This design comes from an exercise in tuning for small area, a short achievable clock period and few clock cycles on the open sky130 flow, not from production work. RTL that was checked went through simulation tests only; none was proved equivalent to the original. Power is estimated from default activity; no workload was simulated.

==> zinc <==
## simplecpu
module simplecpu (
    input  wire        clk,
    input  wire        rst,
    output wire        mem_req,
    output wire        mem_we,
    output wire [15:0] mem_addr,
    output wire [7:0]  mem_wdata,
    input  wire        mem_ready,
    input  wire [7:0]  mem_rdata,
    output wire        out_valid,
    output wire [7:0]  out_data,
    output wire        in_req,
    input  wire        in_ack,
    input  wire [7:0]  in_data,
    output wire        halted,
    output wire [1:0]  fault,
    input  wire [3:0]  dbg_sel,
    output reg  [15:0] dbg_data
);
clock: 11.0 ns
lec_check: 0
cap_margin: 20
core_margin: 2
core_utilization: 40
slew_margin: 20
run.sh (not shown) runs the stock make flow with config.mk's settings and CLKGATE_MAP_FILE= SYNTH_SCRIPT=/design/flow/synth_recipe.tcl, a recipe that flattens the netlist after the stock synthesis.
==> pepper: changes against zinc <==
--- a/flow/design.v
+++ b/flow/design.v
@@ -34,30 +34,32 @@
                      S_RD1  = 4'd3,
                      S_WR0  = 4'd4,
                      S_WR1  = 4'd5,
                      S_IO   = 4'd6,    
                      S_RETW = 4'd7,    
                      S_MD0  = 4'd8,    
                      S_MD   = 4'd9,    
-                     S_HALT = 4'd10;
+                     S_HALT = 4'd10,
+                     S_MD1  = 4'd11;   
     reg [15:0] ra, rb, rc, rd, sp, pc;
     reg [3:0]  flags;             
     reg [63:0] icount;
     reg        timer_en;
     reg [15:0] timer_val;
     reg [1:0]  fault_q;
     reg [3:0]  state;
     reg [15:0] addr;              
     reg        pend;              
     reg [7:0]  op;
     reg [1:0]  opos, olast;
     reg [2:0]  ca, cb;            
     reg [15:0] imm;               
     reg [15:0] mq;
-    reg [16:0] mr;
+    reg [15:0] mr;
+    reg        msticky;
     reg [3:0]  mcnt;
     function [2:0] opnd_count;    
         input [7:0] o;
         begin
             case (o)
                 OP_NOP, OP_RET, OP_HLT: opnd_count = 3'd0;
                 OP_MOV, OP_PUSH, OP_POP, OP_ADD, OP_SUB, OP_MUL, OP_DIV,
@@ -104,17 +106,15 @@
             3'd2: rB = rc;
             3'd3: rB = rd;
             3'd4: rB = sp;
             3'd5: rB = pc;
             default: rB = 16'h0000;
         endcase
     end
-    wire [15:0] npc = pc + ((op == OP_PUSH || op == OP_POP) ? 16'd2 :
-                            (op == OP_CALL) ? 16'd3 : 16'd4);
-    wire [15:0] wval = (op == OP_CALL) ? npc : rA;
+    wire [15:0] wval = (op == OP_CALL) ? mr : rA;
     wire [7:0]  acc_wdata = (state == S_WR1) ? wval[15:8] : wval[7:0];
     reg        acc_done;
     reg [7:0]  acc_rdata;
     always @(*) begin
         acc_done  = 1'b0;
         acc_rdata = 8'h00;
         if (acc_state) begin
@@ -155,32 +155,58 @@
     wire f_packed = (op == OP_MOV) || (op == OP_ADD) || (op == OP_SUB) ||
                     (op == OP_MUL) || (op == OP_DIV) || (op == OP_AND) ||
                     (op == OP_OR)  || (op == OP_XOR) || (op == OP_CMP);
     wire f_store  = (op == OP_ST) || (op == OP_OUT);
     wire f_jump   = (op[7:4] == 4'h4);            
     wire f_rfirst = !f_packed && !f_store && !f_jump;
     wire o_last   = (opos == olast);
+    function [3:0] lzc16;
+        input [15:0] x;
+        integer k;
+        begin
+            lzc16 = 4'd0;
+            for (k = 0; k < 16; k = k + 1)
+                if (x[k]) lzc16 = 4'd15 - k[3:0];
+        end
+    endfunction
+    wire        md_div  = op[0];                  
+    wire        zA      = (rA == 16'h0000);
+    wire        zB      = (rB == 16'h0000);
+    wire [3:0]  la      = lzc16(rA);
+    wire [3:0]  lb      = lzc16(rB);
+    wire        selA    = !md_div && (la > lb);
+    wire [3:0]  lm      = selA ? la : lb;
+    wire [16:0] md_x   = md_div ? {1'b0, mr} : {1'b0, mr[14:0], 1'b0};
+    wire [16:0] md_y   = md_div ? {1'b1, ~imm} : (mq[15] ? {1'b0, imm} : 17'd0);
+    wire [16:0] md_s   = md_x + md_y + {16'd0, md_div};
+    wire        md_ge  = !md_s[16];
+    wire [15:0] mr_n   = (md_div && !md_ge) ? mr : md_s[15:0];
+    wire [15:0] mq_n   = md_div ? {mq[14:0], md_ge} : {mq[14:0], 1'b0};
+    wire        mst_n  = msticky | mr[15] | md_s[16];
     wire is_sub  = (op == OP_SUB) || (op == OP_SUBI) || (op == OP_CMP) ||
                    (op == OP_CMPI) || (op == OP_DEC);
     wire is_incdec = (op == OP_INC) || (op == OP_DEC);
     wire [15:0] opb  = f_packed ? rB : (is_incdec ? 16'd1 : imm);
     wire [16:0] addsub = {1'b0, rA} + {1'b0, is_sub ? ~opb : opb} + {16'd0, is_sub};
     wire        as_c = is_sub ? !addsub[16] : addsub[16];
     wire        as_o = is_sub ? ((rA[15] != opb[15]) && (addsub[15] != rA[15]))
                               : ((rA[15] == opb[15]) && (addsub[15] != rA[15]));
-    wire [7:0]  shamt = imm[7:0];
-    wire        sh_left = (op == OP_SHL);
+    wire        md1     = (state == S_MD1);
+    wire [7:0]  shamt   = imm[7:0];
+    wire        sh_left = md1 || (op == OP_SHL);
+    wire [15:0] sh_src  = md1 ? mq : rA;
+    wire [4:0]  sh_k    = md1 ? {1'b0, mcnt} : shamt[4:0];
     wire [15:0] rA_rev;
     genvar gi;
     generate for (gi = 0; gi < 16; gi = gi + 1) begin : g_rev
-        assign rA_rev[gi] = rA[15 - gi];
+        assign rA_rev[gi] = sh_src[15 - gi];
     end endgenerate
-    wire [16:0] sh_in  = {sh_left ? rA_rev : rA, 1'b0};
-    wire        sh_big = (shamt[7:5] != 3'd0) || (shamt[4] && shamt[3:0] != 4'd0);
-    wire [16:0] sh_out = sh_big ? 17'd0 : (sh_in >> shamt[4:0]);
+    wire [16:0] sh_in  = {sh_left ? rA_rev : sh_src, 1'b0};
+    wire        sh_big = !md1 && ((shamt[7:5] != 3'd0) || (shamt[4] && shamt[3:0] != 4'd0));
+    wire [16:0] sh_out = sh_big ? 17'd0 : (sh_in >> sh_k);
     wire [15:0] sh_res;
     generate for (gi = 0; gi < 16; gi = gi + 1) begin : g_shr
         assign sh_res[gi] = sh_left ? sh_out[16 - gi] : sh_out[gi + 1];
     end endgenerate
     reg  [15:0] alu_v;
     reg         alu_c, alu_o, alu_wf, alu_wr;
     always @(*) begin
@@ -196,41 +222,33 @@
             OP_AND:  alu_v = rA & rB;
             OP_OR:   alu_v = rA | rB;
             OP_XOR:  alu_v = rA ^ rB;
             OP_NOT:  alu_v = ~rA;
             OP_SHL, OP_SHR: begin alu_v = sh_res; alu_c = sh_out[0]; end
             OP_MOV:  begin alu_v = rB;  alu_wf = 1'b0; end
             OP_LDI:  begin alu_v = imm; alu_wf = 1'b0; end
+            OP_MUL, OP_DIV: begin alu_v = mr; alu_wf = 1'b0; end
             default: begin alu_wf = 1'b0; alu_wr = 1'b0; end
         endcase
     end
     reg take;
     always @(*) begin
         case (op[2:0])
             3'd0: take = 1'b1;
             3'd1: take = flags[3];
             3'd2: take = !flags[3];
             3'd3: take = flags[2];
             3'd4: take = !flags[2];
             default: take = 1'b0;
         endcase
     end
-    wire        md_div = op[0];                   
-    wire [16:0] md_rsh = {mr[15:0], mq[15]};
-    wire [16:0] md_x   = md_div ? md_rsh : {1'b0, mr[15:0]};
-    wire [16:0] md_y   = md_div ? {1'b1, ~imm} : (mq[0] ? {1'b0, imm} : 17'd0);
-    wire [16:0] md_s   = md_x + md_y + {16'd0, md_div};
-    wire        md_ge  = !md_s[16];
-    wire [16:0] mr_n   = md_div ? (md_ge ? md_s : md_rsh) : {1'b0, md_s[16:1]};
-    wire [15:0] mq_n   = md_div ? {mq[14:0], md_ge} : {md_s[0], mq[15:1]};
-    reg         we1, we2, spw;
+    reg         we1, spw;
     reg  [15:0] w1;
     always @(*) begin
         we1 = 1'b0;
-        we2 = 1'b0;
         spw = 1'b0;
         w1  = alu_v;
         case (state)
             S_F: we1 = pend && alu_wr;
             S_RD1: if (acc_done) begin
                 w1  = {acc_rdata, imm[7:0]};
                 we1 = (op != OP_RET);
@@ -239,35 +257,29 @@
             S_WR1: spw = acc_done && (op != OP_ST);
             S_IO: if (acc_done) begin
                 w1  = {8'h00, acc_rdata};
                 we1 = (op == OP_IN);
             end
             S_MD: if (mcnt == 4'd0) begin
                 w1  = mq_n;
-                we1 = 1'b1;
-                we2 = md_div;
+                we1 = md_div;
             end
             default: ;
         endcase
     end
     always @(posedge clk) begin
         if (rst) begin
             ra <= 16'h0000; rb <= 16'h0000; rc <= 16'h0000; rd <= 16'h0000;
             sp <= 16'hFEFF;
         end else begin
-            if      (we2 && cb == 3'd0) ra <= mr_n[15:0];
-            else if (we1 && ca == 3'd0) ra <= w1;
-            if      (we2 && cb == 3'd1) rb <= mr_n[15:0];
-            else if (we1 && ca == 3'd1) rb <= w1;
-            if      (we2 && cb == 3'd2) rc <= mr_n[15:0];
-            else if (we1 && ca == 3'd2) rc <= w1;
-            if      (we2 && cb == 3'd3) rd <= mr_n[15:0];
-            else if (we1 && ca == 3'd3) rd <= w1;
-            if      (we2 && cb == 3'd4) sp <= mr_n[15:0];
-            else if (we1 && ca == 3'd4) sp <= w1;
+            if (we1 && ca == 3'd0) ra <= w1;
+            if (we1 && ca == 3'd1) rb <= w1;
+            if (we1 && ca == 3'd2) rc <= w1;
+            if (we1 && ca == 3'd3) rd <= w1;
+            if      (we1 && ca == 3'd4) sp <= w1;
             else if (spw)               sp <= sp_pm2;
         end
     end
     always @(posedge clk) begin
         if (rst) begin
             pc        <= 16'h0100;
             addr      <= 16'h0100;
@@ -323,14 +335,15 @@
                         imm[15:8] <= acc_rdata;
                     if (f_packed) begin
                         ca <= code4(acc_rdata[7:4]);
                         cb <= code4(acc_rdata[3:0]);
                     end else if ((opos == 2'd0 && f_rfirst) || (opos == 2'd2 && f_store))
                         ca <= code8(acc_rdata);
                     if (o_last) begin
+                        mr <= addr_inc;
                         case (op)
                             OP_LDM: begin addr <= {acc_rdata, imm[7:0]}; state <= S_RD0; end
                             OP_ST:  begin addr <= imm; state <= S_WR0; end
                             OP_IN:  begin addr <= {acc_rdata, imm[7:0]}; state <= S_IO; end
                             OP_OUT: begin addr <= imm; state <= S_IO; end
                             OP_PUSH, OP_CALL: begin addr <= sp_pm2; state <= S_WR0; end
                             OP_POP: begin addr <= sp; state <= S_RD0; end
@@ -351,57 +364,69 @@
                 S_RETW: begin addr <= sp; state <= S_RD0; end
                 S_RD0: if (acc_done) begin
                     imm[7:0] <= acc_rdata;
                     addr     <= addr_inc;
                     state    <= S_RD1;
                 end
                 S_RD1: if (acc_done) begin
-                    addr   <= (op == OP_RET) ? {acc_rdata, imm[7:0]} : npc;
+                    addr   <= (op == OP_RET) ? {acc_rdata, imm[7:0]} : mr;
                     icount <= icount + 64'd1;
                     state  <= S_F;
                 end
                 S_WR0: if (acc_done) begin
                     addr  <= addr_inc;
                     state <= S_WR1;
                 end
                 S_WR1: if (acc_done) begin
-                    addr   <= (op == OP_CALL) ? imm : npc;
+                    addr   <= (op == OP_CALL) ? imm : mr;
                     icount <= icount + 64'd1;
                     state  <= S_F;
                 end
                 S_IO: if (acc_done) begin
-                    addr   <= npc;
+                    addr   <= mr;
                     icount <= icount + 64'd1;
                     state  <= S_F;
                 end
                 S_MD0: begin
-                    mr   <= 17'd0;
-                    mcnt <= 4'd15;
+                    mr      <= md_div ? rA : 16'h0000;
+                    mq      <= selA ? rA : rB;        
+                    imm     <= selA ? rB : rA;        
+                    msticky <= 1'b0;
+                    mcnt    <= lm;
+                    if (md_div && zB) begin
+                        fault_q <= 2'd1;
+                        state   <= S_HALT;
+                    end else if (!md_div && (zA || zB)) begin
+                        flags  <= 4'b1000;            
+                        pend   <= 1'b1;
+                        icount <= icount + 64'd1;
+                        state  <= S_F;
+                    end else
+                        state <= S_MD1;
+                end
+                S_MD1: begin
+                    mcnt  <= md_div ? mcnt : 4'd15 - mcnt;
                     if (md_div) begin
-                        if (rB == 16'h0000) begin
-                            fault_q <= 2'd1;
-                            state   <= S_HALT;
-                        end else begin
-                            mq    <= rA;
-                            imm   <= rB;
-                            state <= S_MD;
-                        end
-                    end else begin
-                        mq    <= rB;
-                        imm   <= rA;
-                        state <= S_MD;
-                    end
+                        mq  <= 16'h0000;
+                        imm <= sh_res;
+                    end else
+                        mq  <= sh_res;
+                    state <= S_MD;
                 end
                 S_MD: begin
-                    mr   <= mr_n;
-                    mq   <= mq_n;
-                    mcnt <= mcnt - 4'd1;
+                    mr      <= mr_n;
+                    mq      <= mq_n;
+                    msticky <= mst_n;
+                    if (md_div) imm <= {1'b0, imm[15:1]};
+                    mcnt    <= mcnt - 4'd1;
                     if (mcnt == 4'd0) begin
-                        flags  <= {mq_n == 16'h0000, !md_div && (mr_n[15:0] != 16'h0000),
-                                   mq_n[15], 1'b0};
+                        flags  <= md_div ? {mq_n == 16'h0000, 1'b0, mq_n[15], 1'b0}
+                                         : {mr_n == 16'h0000, mst_n, mr_n[15], 1'b0};
+                        ca     <= md_div ? cb : ca;   
+                        pend   <= 1'b1;
                         icount <= icount + 64'd1;
                         state  <= S_F;
                     end
                 end
                 default: state <= S_HALT;
             endcase
         end
Settings changed: SETUP_SLACK_MARGIN set to 5.
==> flow_summary_export.csv <==
group,metric,value,unit
run_status,status,"no timing/DRC/antenna violations",
floorplan,die_w,256,µm
clock_tree,cts_made_buffers,35,
logic_synthesis,synth.most_common_cell,"nor2_1",
detailed_routing,wl_met1,49400,µm
clock_tree,post_cts_buffers,0,
layout,multiInputGateArea,17800,µm²
layout,multi_input_cells,2618,
layout,flops_and_latches,274,
logic_synthesis,synth_compound_area_share,29.4,%
layout,n_all_inverters,124,
placement,place_ws,3590,ps
power,pg_comb,2.10,mW
detailed_routing,dr_wl_met2,56700,µm
power,power_density,165,nW/µm²
logic_synthesis,yosys-top-cells-count,"nor2_1 (344), nand2_1 (269), o21ai_0 (210)",
logic_synthesis,netlist_instances,3289,
timing,relSlewSlack,14.7,%
detailed_routing,wl_met3,14500,µm
global_routing,antenna_found_initial,3,
layout,insertedDiodeCount,1,
That was zinc.
==> flow_summary_export.csv <==
group,metric,value,unit
power,power_density,173,nW/µm²
clock_tree,cts_made_buffers,36,
placement,place_ws,3610,ps
detailed_routing,wl_met3,20000,µm
detailed_routing,wl_met1,54900,µm
clock_tree,post_cts_buffers,23,
layout,multi_input_cells,2752,
detailed_routing,dr_wl_met2,56000,µm
logic_synthesis,synth_compound_area_share,31.5,%
layout,insertedDiodeCount,6,
logic_synthesis,netlist_instances,3408,
run_status,status,"no timing/DRC/antenna violations",
global_routing,antenna_found_initial,9,
floorplan,die_w,257,µm
layout,flops_and_latches,275,
That was pepper.
Testbench counts of pepper, summed over its fixed seeds: cycles 452,487.
Only the layout flow was run in zinc; the RTL was not checked for function there.

[afterwards: timing with drivers on the ports]
Ports are ideal in the flow. The routed layouts listed here were re-timed in OpenROAD. Step 1 assumes that a clkbuf_16 drives the clock port and a buf_2 every other input. Step 2 moves the port delays by t, midway between the first and last clock arrival at a register: inputs arrive t later, outputs are due t later. That takes back most of the time a late clock gives input paths. Three values: ideal ports, drivers, drivers and shift; two values: the first two.
| run | t, ns | setup slack, ns | clock arrival spread, ns | worst register clock-pin slew, ns |
|---|---|---|---|---|
| zinc | 0.643 | 2.710 / 2.648 / 3.291 | 0.026 / 0.026 | 0.07 / 0.07 |
| pepper | 0.644 | 4.985 / 4.918 / 4.543 | 0.029 / 0.030 | 0.07 / 0.07 |
After both steps every run listed still meets setup and hold. For pepper, which loses most, drivers alone change the setup slack by -0.067 ns; drivers and shift together by -0.442 ns.
